Source: an optimization exercise on an open RTL-to-GDS flow (aim: small area, a short achievable clock period and few clock cycles per item). Production flows keep margins and buffers that such runs may drop.
At most, simulation tests tie the RTL to the original design; equivalence was not proved.
For run 2, only the layout was checked, not whether the RTL still works.
No activity file was given, so power comes from the tool's default toggle rates.

===== flow/run.sh =====
#!/bin/bash
# synth_recipe.tcl (not shown) runs the flow's synth.tcl, then flattens the netlist and writes it again
# the make line also repeats each setting of config.mk as NAME=value (left out here)
make -C /OpenROAD-flow-scripts/flow DESIGN_CONFIG=/design/flow/config.mk WORK_HOME=/design/flow/orfs CLKGATE_MAP_FILE= SYNTH_SCRIPT=/design/flow/synth_recipe.tcl finish

===== flow/design.v =====
module lzss_dec (
    input  wire       clk,
    input  wire       rst,
    input  wire       in_valid,
    input  wire [7:0] in_data,
    input  wire       in_last,
    output wire       in_ready,
    output wire       out_valid,
    output wire [7:0] out_data,
    input  wire       out_ready,
    output wire       done
);
    localparam WINDOW_BITS = 9;
    localparam WINDOW_SIZE = 1 << WINDOW_BITS;
    localparam IMSB_BITS   = WINDOW_BITS - 8;
    localparam S_TAG  = 3'd0;
    localparam S_LIT  = 3'd1;
    localparam S_IMSB = 3'd2;
    localparam S_ILSB = 3'd3;
    localparam S_CMSB = 3'd4;
    localparam S_CLSB = 3'd5;
    localparam S_YBR  = 3'd6;
    localparam S_HALT = 3'd7;
    reg  [2:0]             st;
    reg  [15:0]            bbuf;       
    reg  [4:0]             bcnt;       
    reg                    last_seen;  
    reg  [WINDOW_BITS:0]   idx;        
    reg  [4:0]             cnt;        
    reg  [WINDOW_BITS-1:0] wc;         
    reg  [7:0]             win [0:WINDOW_SIZE-1];
    reg                    out_valid_r;
    reg  [7:0]             out_data_r;
    reg  [4:0] need;
    always @(*) begin
        case (st)
            S_TAG:   need = 5'd1;
            S_LIT:   need = 5'd8;
            S_IMSB:  need = IMSB_BITS;
            S_ILSB:  need = 5'd8;
            S_CLSB:  need = 5'd4;
            default: need = 5'd0;
        endcase
    end
    wire out_free   = !out_valid_r || out_ready;
    wire have_bits  = bcnt >= need;
    wire emits      = (st == S_LIT) || (st == S_YBR);
    wire step       = (st != S_HALT) && have_bits && (!emits || out_free);
    wire starve     = (st != S_HALT) && !have_bits && last_seen;
    wire [4:0] used = step ? need : 5'd0;
    assign in_ready = !last_seen && (bcnt <= 5'd8) && (st != S_HALT);
    wire   take_in  = in_valid && in_ready;
    wire [WINDOW_BITS-1:0] rd_addr  = wc - idx[WINDOW_BITS-1:0];
    wire [7:0]             win_byte = win[rd_addr];
    wire [7:0]             emit_byte = (st == S_LIT) ? bbuf[15:8] : win_byte;
    wire                   emit = step && emits;
    wire [4:0]  bcnt_used = bcnt - used;
    wire [15:0] bbuf_used = (bbuf << used) & ~(16'hFFFF >> bcnt_used);
    wire [15:0] bbuf_next = take_in ? (bbuf_used | ({in_data, 8'd0} >> bcnt_used))
                                    : bbuf_used;
    wire [4:0]  bcnt_next = take_in ? bcnt_used + 5'd8 : bcnt_used;
    assign done      = (st == S_HALT) && !out_valid_r;
    assign out_valid = out_valid_r;
    assign out_data  = out_data_r;
    always @(posedge clk) begin
        if (rst) begin
            st          <= S_TAG;
            bcnt        <= 5'd0;
            last_seen   <= 1'b0;
            wc          <= {WINDOW_BITS{1'b0}};
            out_valid_r <= 1'b0;
        end else begin
            bbuf <= bbuf_next;
            bcnt <= bcnt_next;
            if (take_in && in_last)
                last_seen <= 1'b1;
            if (emit) begin
                out_valid_r <= 1'b1;
                out_data_r  <= emit_byte;
            end else if (out_ready) begin
                out_valid_r <= 1'b0;
            end
            if (step) begin
                case (st)
                    S_TAG:  st <= bbuf[15] ? S_LIT : S_IMSB;
                    S_LIT:  st <= S_TAG;
                    S_IMSB: begin
                        idx <= {1'b0, bbuf[15 -: IMSB_BITS], 8'd0};
                        st  <= S_ILSB;
                    end
                    S_ILSB: begin
                        idx <= (idx | {{(WINDOW_BITS-7){1'b0}}, bbuf[15:8]}) + 1'b1;
                        st  <= S_CMSB;
                    end
                    S_CMSB: begin
                        cnt <= 5'd0;
                        st  <= S_CLSB;
                    end
                    S_CLSB: begin
                        cnt <= (cnt | {1'b0, bbuf[15:12]}) + 1'b1;
                        st  <= S_YBR;
                    end
                    S_YBR: begin
                        cnt <= cnt - 1'b1;
                        if (cnt == 5'd1)
                            st <= S_TAG;
                    end
                    default: st <= S_TAG;
                endcase
            end else if (starve) begin
                st <= S_HALT;
            end else if (done) begin
                st        <= S_TAG;
                bcnt      <= 5'd0;
                last_seen <= 1'b0;
                wc        <= {WINDOW_BITS{1'b0}};
            end
            if (emit)
                wc <= wc + 1'b1;
        end
    end
    always @(posedge clk) begin
        if (emit)
            win[wc] <= emit_byte;
    end
endmodule

===== flow/constraint.sdc =====
create_clock -name core_clock -period 7.0 [get_ports {clk}]
set_input_delay 1.4000 -clock core_clock [delete_from_list [all_inputs] [get_ports {clk}]]
set_output_delay 1.4000 -clock core_clock [all_outputs]
set_load 0.01 [all_outputs]

===== flow/config.mk =====
export PLATFORM = sky130hd
export DESIGN_NAME = lzss_dec
export DESIGN_NICKNAME = lzss_dec
export VERILOG_FILES = /design/flow/design.v
export SDC_FILE = /design/flow/constraint.sdc
export NUM_CORES = 4
export LEC_CHECK = 0
export CAP_MARGIN = 20
export CORE_MARGIN = 2
export CORE_UTILIZATION = 40
export SLEW_MARGIN = 20

==> results of run 1 <==
flip-flops by register name, indices dropped and copies added, names as in the netlist:
register     cells
bbuf            16
bcnt             5
cnt              5
idx              9
last_seen        1
out_data_r       8
out_valid_r      1
st               3
wc               9
win           4096
path summary, 6_finish.rpt:
path	endpoint	slack, ns	depth (start not counted)
min	last_seen	0.59	2
min reg2reg	last_seen	0.59	2
max reg2reg	win[406][0]	0.60	15
max	win[406][0]	0.60	15
cells by family (layout without fill, tap and decap cells):
kind of cell	count (synthesis)	after routing	synth area share, %
buffers and inverters	522	1088	1.68
other	0	10	0
and+or+nand+nor	1643	1643	4.25
DFF	4153	4153	76.1
muxes	1262	1262	16.2
AOI/OAI and AO/OA	345	345	1.47
adders and majority gates	24	24	0.188
xor gates and xnor gates	22	22	0.132
worst reg2reg max path: cells and delay by family (launching register included):
kind	cells	cell delay, ns
compound gates	4	1.12
fa+ha+maj	2	0.65
buf+inv	4	0.94
flops	1	0.38
simple gates	5	2.46
per-layer routing:
metal	up-vias	global-route usage (%)	share of wire, %
li1	33300	-	-
met1	44200	28.6	41
met2	3576	32.8	49
met3	605	3.47	7.8
met4	6	5.48	2.5
met5	-	0	0.011
cell type report:
class,instances,area share (%)
multi-input cells,3296,19.9
repair buffers,286,1.77
well taps,5428,3.67
inverters,24,0.0500
diodes,10,0.0135
flip-flops and latches,4153,67.3
clock inverters,279,1.37
clock buffers,499,5.91
placed cells by master (no fill, tap or decap), drive strengths merged, types with 8 or more instances in the layout:
master,count
a21oi,83
a22oi,25
a311o,12
a311oi,38
a31oi,36
a41oi,9
and3,43
buf,263
bufinv,37
clkbuf,499
clkdlybuf4s50,23
clkinv,212
clkinvlp,12
dfxtp,19
diode,10
edfxtp,4134
ha,23
inv,42
mux2,8
mux2i,148
mux4,1106
nand2,581
nand3,316
nand4,36
nor2,598
nor3,12
nor4,8
o211ai,34
o21ai,35
o22ai,9
or4,10
xnor2,11
xor2,11
power groups by stage:
| stage | Sequential, uW | Clock, uW | Combinational, uW |
|---|---|---|---|
| 6_report | 35100 | 22100 | 28600 |
| 5_1_grt | 35000 | 23300 | 30300 |
| 4_1_cts | 35000 | 22400 | 28900 |
| 3_5_place_dp | 35500 | 0 | 28900 |
| 3_3_place_gp | 35500 | 0 | 28200 |
| 2_1_floorplan | 38400 | 0 | 17500 |
through the flow:
stage / hold WS, ns / util [%] / worst slack [ns] / area [um2] / setup TNS [ns]
after detailed placement: 0.566 / 42.2 / 0.757 / 172000 / 0
final: 0.593 / 45.5 / 0.600 / 185000 / 0
after CTS: 0.582 / 45.5 / 0.725 / 185000 / 0
after global routing: 0.645 / 45.5 / 0.506 / 185000 / 0
after global placement: 0.562 / 42.2 / 0.750 / 172000 / 0
after floorplan: 0.496 / - / -2.16 / 164000 / -7837.71
==> summary.txt, run 1 <==
* Top_reg_cell synth: edfxtp_1
* Number of distinct library cells after synthesis at 76
* Clock tree buffer depth at 4
* Dpl cells at 13200
* Register area share after synthesis at 76.1%
* Crit-path max cell delay at 0.89 ns
* Global-route wire length before repair at 612000 um
* CTS tree: yes
* Drt total wl at 428000 um
* Worst vdd ir at 0.000839 V
* Post-DR wirelength/cell at 30.6 um
* Fillers at 33900
* Synth top area share at 75.9%
* H-tree depth at 5
* Status: timing/DRC/antenna clean
* DRT antenna net count at 0
* Sink Count at 4153
* Worst-Margin Slew at 1.20 ns
* CP max FO at 148
* Leakage Power at 0.0575 uW
* Die area at 414000 um2
* Worst Skew at 0.0560 ns
* Via density at 5.85
* Chip Width at 644 um
* Fmax at 0.156 GHz
* Min-Delay Path Class: reg -> reg
* Reg2Reg Launch Point: wc[0]
* Postcts setup bufs at 0
* Clock Power Share at 25.7%
* Critical Path RT at 7.46 ns
* Switching power at 28600 uW
* Fraction of layout instances using a drive strength above 1 at 24.1%
* Hold buffer count at cts at 0
* Area growth, synth to finish at 13.1%
* Synth top area cells: edfxtp_1, mux4_2, nor2_1
* Core Region at 407000 um2
* Reg area at 125000 um2
* Final hold violation count at 0
* Internal Pwr Total at 57100 uW
* Area of the multi-input gates at 36900 um2
* DR pass1 iterations at 5
* Reg clk slew, reported paths at 0.06 ns
* Synth Warn # at 1
* Remaining global-route overflow at 0
* Total power at 85800 uW
* Unrepaired setup endpoints after global routing: false
* Sequential share of power at 40.9%
* Max-cap check violation count at 0
* Post-synth EDFFs at 4134
* Syn Nets at 8008
* Finished Layout Cells at 14000
* Mapped cell area at 164000 um2
* Clk root buf: clkbuf_16
* Max-slew violations at 0
* Final setup viols at 0
* IO buf count at 23
* Crit-path leading delay family: simple AND/OR/NAND/NOR gates
* Nets@finish at 8219
* Total CTS buffers at 421
* Switching share of power at 33.4%
* Vias in the first global route at 82500
* Syn Inst Count at 7971
* Initial core utilization at 40.2%
* Row count at 234
* Crit. End Element: flop
* Power share of the combinational group at 33.4%
* CTS resizes at 0
* Critical path startpoint category: flop
* Post-DP HPWL at 257000 um
* Die H at 644 um
* GPL Wtd Cong at 0.837
* Part of the cycle the worst path needs at 91.4%
* Largest net degree at the start of global routing at 158
* DR DRC count at 0
* Crit path buf inv count at 4
* GRT Util Overall at 20.3%
* Register bit total from synthesis at 4153
* Worst path slowest cell: nor4_1
* Starting DRC count in detailed routing at 10400
* Leading area contributor after synthesis: edfxtp_1
* Synth Area per Inst at 20.5 um2
* Power per cell area at 463 nW/um2
* Hold Startpoint: last_seen
* Start point of the critical path: wc[0]
* Tmin final at 6.40 ns
* Via count at 81700
* Top cell types by occurrence after synthesis: edfxtp_1, mux4_2, nor2_1
* Critical path, cell by cell: inv_4 -> ha_4 -> inv_2 -> fa_4 -> a211oi_4 -> or2_0 -> nand2_8 -> nor2_4 -> buf_4 -> a22oi_1 -> and3_1 -> nor4_1 -> o21a_1 -> a41oi_4 -> buf_12
* Slew margin rel. at 19.1%
* WS Path Type: reg -> reg
* Count leader, synth: edfxtp_1
* Worst-Skew Late Latency at 0.98 ns
* Ys async rst share at 0%
* I/O pins at 24
* Initial antenna violation count at 12
* WP data arrival at 6.86 ns
Testbench counts, summed over its fixed seeds: cycles 126,693, items 77,597.
==> run 2, diff against run 1 <==
==> flow/design.v (replaced) <==
module lzss_dec (
    input  wire       clk,
    input  wire       rst,
    input  wire       in_valid,
    input  wire [7:0] in_data,
    input  wire       in_last,
    output wire       in_ready,
    output wire       out_valid,
    output wire [7:0] out_data,
    input  wire       out_ready,
    output wire       done
);
    reg  [31:0]   bb;         
    reg  [5:0]    bcnt;       
    reg           last_seen;  
    reg           a_v;        
    reg           a_lit;
    reg  [7:0]    a_byte;     
    reg  [3:0]    a_cnt;      
    reg  [8:0]    a_pos;      
    reg           a_fix;      
    reg           a_d1;       
    reg           b_v;
    reg           b_lit;
    reg  [7:0]    b_byte;
    reg           b_d1;
    reg  [3:0]    b_lo;
    reg  [127:0]  b_blk;      
    reg  [4095:0] win;        
    reg           ov, sv;
    reg  [7:0]    od, sd;
    wire emit   = b_v && !sv;
    wire b_free = !b_v || emit;
    wire issue  = a_v && b_free;
    wire a_done = issue && (a_lit || a_cnt == 4'd0);
    wire [7:0] blk_byte = b_blk[{b_lo, 3'b000} +: 8];
    wire [7:0] ebyte    = b_lit ? b_byte : (b_d1 ? win[7:0] : blk_byte);
    wire       top    = bb[31];
    wire       tok_ok = (bcnt >= 6'd9) && (top || bcnt >= 6'd14);
    wire       a_load = tok_ok && (!a_v || a_done);
    wire [5:0] used   = a_load ? (top ? 6'd9 : 6'd14) : 6'd0;
    wire [8:0] t_idx  = bb[30:22];
    wire [3:0] t_cnt  = bb[21:18];
    wire       b_v_next = (b_v && !emit) || issue;
    assign in_ready = !last_seen && (bcnt <= 6'd24);
    wire   take_in  = in_valid && in_ready;
    wire [5:0]  cnt_u  = bcnt - used;
    wire [31:0] bb_u   = bb << used;
    wire [31:0] ins    = {in_data, 24'd0} >> cnt_u;
    wire [31:0] imask  = {8'hFF, 24'd0} >> cnt_u;
    wire [31:0] bb_n   = take_in ? ((bb_u & ~imask) | ins) : bb_u;
    wire [5:0]  bcnt_n = take_in ? cnt_u + 6'd8 : cnt_u;
    wire ended = last_seen && !tok_ok;
    assign done = ended && !a_v && !b_v && !sv && !ov;
    wire [127:0] blk_rd = win[{a_pos[8:4], 7'd0} +: 128];
    assign out_valid = ov;
    assign out_data  = od;
    always @(posedge clk) begin
        if (rst) begin
            bcnt      <= 6'd0;
            last_seen <= 1'b0;
            a_v       <= 1'b0;
            b_v       <= 1'b0;
            ov        <= 1'b0;
            sv        <= 1'b0;
        end else begin
            bb   <= bb_n;
            bcnt <= bcnt_n;
            if (take_in && in_last)
                last_seen <= 1'b1;
            if (done) begin
                bcnt      <= 6'd0;
                last_seen <= 1'b0;
            end
            if (a_load) begin
                a_v   <= 1'b1;
                a_lit <= top;
                a_byte <= bb[30:23];
                a_cnt <= t_cnt;
                a_d1  <= (t_idx == 9'd0);
                a_pos <= t_idx - {8'd0, b_v_next};
                a_fix <= !b_v_next;
            end else if (issue) begin
                a_cnt <= a_cnt - 4'd1;
                if (a_fix)
                    a_pos <= a_pos - 9'd1;
                a_fix <= 1'b0;
                if (a_done)
                    a_v <= 1'b0;
            end
            if (issue)
                b_v <= 1'b1;
            else if (emit)
                b_v <= 1'b0;
            if (ov && !out_ready) begin
                if (emit)
                    sv <= 1'b1;
            end else if (sv) begin
                ov <= 1'b1;
                sv <= 1'b0;
            end else begin
                ov <= emit;
            end
        end
    end
    always @(posedge clk) begin
        if (issue) begin
            b_lit  <= a_lit;
            b_byte <= a_byte;
            b_d1   <= a_d1;
            b_lo   <= a_pos[3:0];
            b_blk  <= blk_rd;
        end
        if (emit)
            win <= {win[4087:0], ebyte};
        if (ov && !out_ready) begin
            if (emit)
                sd <= ebyte;
        end else if (sv) begin
            od <= sd;
        end else if (emit) begin
            od <= ebyte;
        end
    end
endmodule
==> run 2 against run 1 <==
  * Clock-buffer cell count is 9 higher
  * Clock power hardly changed
  * First-iteration DRC count is 24% lower
  * Via count is 14% lower
  * Flip-flop and latch count is 168 higher
  * Worst setup slack better by 1.8 ns
  * Utilization is 0.24 points lower
  * Highest routed layer unchanged
==> summary.txt, run 2 <==
* Sink Count at 4321 (+4.0%)
* Post-DP HPWL at 193000 um (-25%)
* Register bit total from synthesis at 4321 (+4.0%)
* Register area share after synthesis at 78.6% (+2.5 points)
* Synth top area cells: edfxtp_1, mux4_2, mux2_2
* Total CTS buffers at 419 (-0.48%)
* Fraction of the mapped netlist area in simple logic gates at 0.486% (-3.8 points)
* Via density at 5.57 (-4.7%)
* Core Region at 410000 um2 (+0.86%)
* Initial antenna violation count at 6 (-6)
* Ys async rst share at 0% (unchanged)
* Most common cell after layout, fill and taps aside: edfxtp_1
* GRT Util Overall at 15.3% (-5.0 points)
* CTS resizes at 0 (unchanged)
* Final hold violation count at 0 (unchanged)
* Fmax at 0.215 GHz (+38%)
* Worst-Skew Late Latency at 0.96 ns (-0.02 ns)
* Fillers at 33400 (-1.3%)
* Chip Width at 646 um (+0.41%)
* Syn Nets at 6573 (-18%)
* Global-route wire length before repair at 483000 um (-21%)
* Largest regs: win: 4096 flops, b_blk: 128 flops, bb: 32 flops
* WS Path Type: reg -> reg
* Die area at 418000 um2 (+0.82%)
* Synth Area in Compound Gates at 0.607% (-0.86 points)
* Number of distinct library cells after synthesis at 53 (-30%)
* Nets@finish at 6779 (-18%)
* Crit. End Element: flop
* Clk root buf: clkbuf_16
* Max FFs per register at 4096 (unchanged)
* Post-Synth Adder-Cell Area at 0.0880% (-0.10 points)
* Status: timing/DRC/antenna clean
* DRT antenna net count at 0 (unchanged)
* Reg with most FFs: win
* Start point of the critical path: sv
* I/O pins at 24 (unchanged)
* Leakage Power at 0.0569 uW (-1.1%)
* Critical path, cell by cell: and2_1 -> o311a_1 -> nor2_2 -> inv_2 -> ha_1 -> nor2_1 -> a21oi_1 -> xnor2_1 -> nand2_1 -> o211ai_1 -> o21ai_0
* Synth Warn # at 1 (unchanged)
* Part of the cycle the worst path needs at 66.4% (-25 points)
* IO buf count at 23 (unchanged)
* Mapped cell area at 165000 um2 (+0.82%)
* Post-synth EDFFs at 4310 (+4.3%)
* Row count at 235 (+0.43%)
* Starting DRC count in detailed routing at 7893 (-24%)
* Post-DR wirelength/cell at 25.8 um (-16%)
* Synth Area per Inst at 25.2 um2 (+23%)
* Postcts setup bufs at 0 (unchanged)
* Area growth, synth to finish at 12.5%
* Reg clk slew, reported paths at 0.06 ns (about the same)
* Reg2Reg Launch Point: sv
* Unrepaired setup endpoints after global routing: false
* Top cell types by occurrence after synthesis: edfxtp_1, mux4_2, clkbuf_1
* WP data arrival at 5.34 ns (-1.52 ns)
* Max-cap check violation count at 0 (unchanged)
* CTS tree: yes
* Drt total wl at 324000 um (-24%)
* Worst path slowest cell: xnor2_1
* Most frequent cells in the layout: edfxtp_1, mux4_2, clkbuf_16
* CP max FO at 41 (-72%)
* Clock tree buffer depth at 4 (unchanged)
* Syn Inst Count at 6549 (-18%)
* Min-Delay Path Class: reg -> reg
* Die H at 646 um (+0.41%)
* Top_reg_cell synth: edfxtp_1
* DR DRC count at 0 (unchanged)
* Worst vdd ir at 0.000429 V (-49%)
* Count leader, synth: edfxtp_1
* Largest net degree at the start of global routing at 198 (+25%)
* Leading area contributor after synthesis: edfxtp_1
* Max-slew violations at 0 (unchanged)
* Worst-Margin Slew at 1.14 ns (-0.0610 ns)
* Via count at 70000 (-14%)
* Crit-path max cell delay at 0.81 ns (-0.08 ns)
* Post-Synth XOR/XNOR Area at 0.143% (+0.012 points)
* Final setup viols at 0 (unchanged)
* Critical Path RT at 7.69 ns (+0.23 ns)
* Slew margin rel. at 23.8% (+4.8 points)
* Hold buffer count at cts at 0 (unchanged)
* Remaining global-route overflow at 0 (unchanged)
* Initial core utilization at 40.2% (about the same)
* Synth top area share at 78.4% (+2.6 points)
* GPL Wtd Cong at 0.807 (-3.5%)
* Worst Skew at 0.0432 ns (-0.0128 ns)
* Critical path startpoint category: flop
* Setup TNS at 0 ns (unchanged)
* Final instance area at 186000 um2 (+0.33%)
* Vias in the first global route at 72000 (-13%)
* Fraction of layout instances using a drive strength above 1 at 30.5% (+6.4 points)
* Hold Startpoint: win[2495]
* Largest family of logic cells by synthesized area: multiplexers
* Tmin final at 4.65 ns (-1.75 ns)
* DR pass1 iterations at 6 (+1)
* Total power at 78100 uW (-8.9%)
* Power per cell area at 421 nW/um2 (-9.2%)
* H-tree depth at 5 (unchanged)
* Post-synthesis mux area share at 19.2% (+3.0 points)
* Instance area at placement at 172000 um2 (+0.28%)
==> run 2: changes by cell type after synthesis, moves of 32 or more <==
cell / before / now
edfxtp_1: 4134 / 4310
and3_1: 43 / 10
buf_6: 39 / 5
nor2_1: 597 / 45
mux2_2: 8 / 141
nand3_1: 316 / 13
nand4_1: 36 / 2
a311oi_1: 38 / 0
a31oi_1: 36 / 4
a21oi_1: 81 / 41
mux2i_1: 148 / 42
nand2_1: 580 / 44
buf_4: 92 / 0
mux4_2: 1102 / 1314
==> run 2: cell type report <==
class | count | area, um2 | share of cell area, %
timing repair buffer | 133 | 1710 | 0.923
multi-input combinational | 1860 | 33800 | 18.2
inverter | 20 | 75.1 | 0.0404
sequential | 4321 | 130000 | 69.8
clock inverter | 267 | 2650 | 1.43
tap | 5451 | 6820 | 3.67
clock buffer | 508 | 10900 | 5.87
antenna | 1 | 2.50 | 0.00135
==> run 2: routing by layer <==
metal	global-route usage [%]	part of all wire, %	vias up
met3	2.64	6.4	401
li1	-	-	29000
met2	24.2	48	2299
met5	0	0.013	-
met1	22.5	44	38200
met4	3.17	1.8	8
==> run 2: worst max-delay path, delay by kind of cell, from the launching register on <==
kind / cells / cell delay (ns)
AOI/OAI and AO/OA: 4 / 0.84
xor gates and xnor gates: 1 / 0.81
adders and majority gates: 1 / 0.43
buffers and inverters: 1 / 0.52
DFF: 1 / 0.70
and+or+nand+nor: 4 / 1.07
==> run 2: path summary, 6_finish.rpt <==
check | endpoint | slack, ns | cells past startpoint
max | bb[3] | 2.35 | 11
min | win[2503] | 0.41 | 0
max reg2reg | bb[3] | 2.35 | 11
min reg2reg | win[2503] | 0.41 | 0
==> run 2: power by group <==
group,internal [uW],switching [uW]
combinational,8440,9890
sequential,35000,2450
clock,12800,9520
==> run 2: logic make-up after synthesis <==
group / after synthesis
muxes: 1497
buffers and inverters: 368
and+or+nand+nor: 167
AOI/OAI and AO/OA: 158
DFF: 4321
adders and majority gates: 11
xor gates and xnor gates: 27
==> run 2: per-stage QoR <==
step	hold WS (ns)	utilization, %	setup slack (ns)	std cells
3_3_place_gp	0.404	41.9	2.05	11800
3_5_place_dp	0.405	41.9	2.47	11800
2_1_floorplan	0.400	-	-54.92	6549
6_report	0.413	45.3	2.35	12600
4_1_cts	0.401	45.2	2.45	12600
5_1_grt	0.425	45.3	2.08	12600

## afterwards: timing with drivers on the ports
Ports are ideal in the flow. The routed layouts listed here were re-timed in OpenROAD.
Step 1: set_driving_cell puts a clkbuf_16 on clk and a buf_2 on each other input, an assumption about the parent block.
Step 2, shift: input delay + t, output delay - t, t = (earliest + latest rising clock arrival at the registers) / 2. This alone moves slack from input paths to output paths.
Slacks: ideal / step 1 / step 2; pairs: ideal / step 1.
run | t (ns) | setup WS [ns] | worst hold slack (ns) | worst data-port slew with drivers (ns) | pins driven straight from the clock port
run 1 | 1.055 | 0.600 / 0.600 / 0.600 | 0.593 / 0.593 / 0.593 | 0.03 | 1
run 2 | 1.054 | 2.355 / 2.355 / 2.355 | 0.413 / 0.413 / 0.413 | 0.04 | 1
After both steps setup and hold are still met in every run listed.
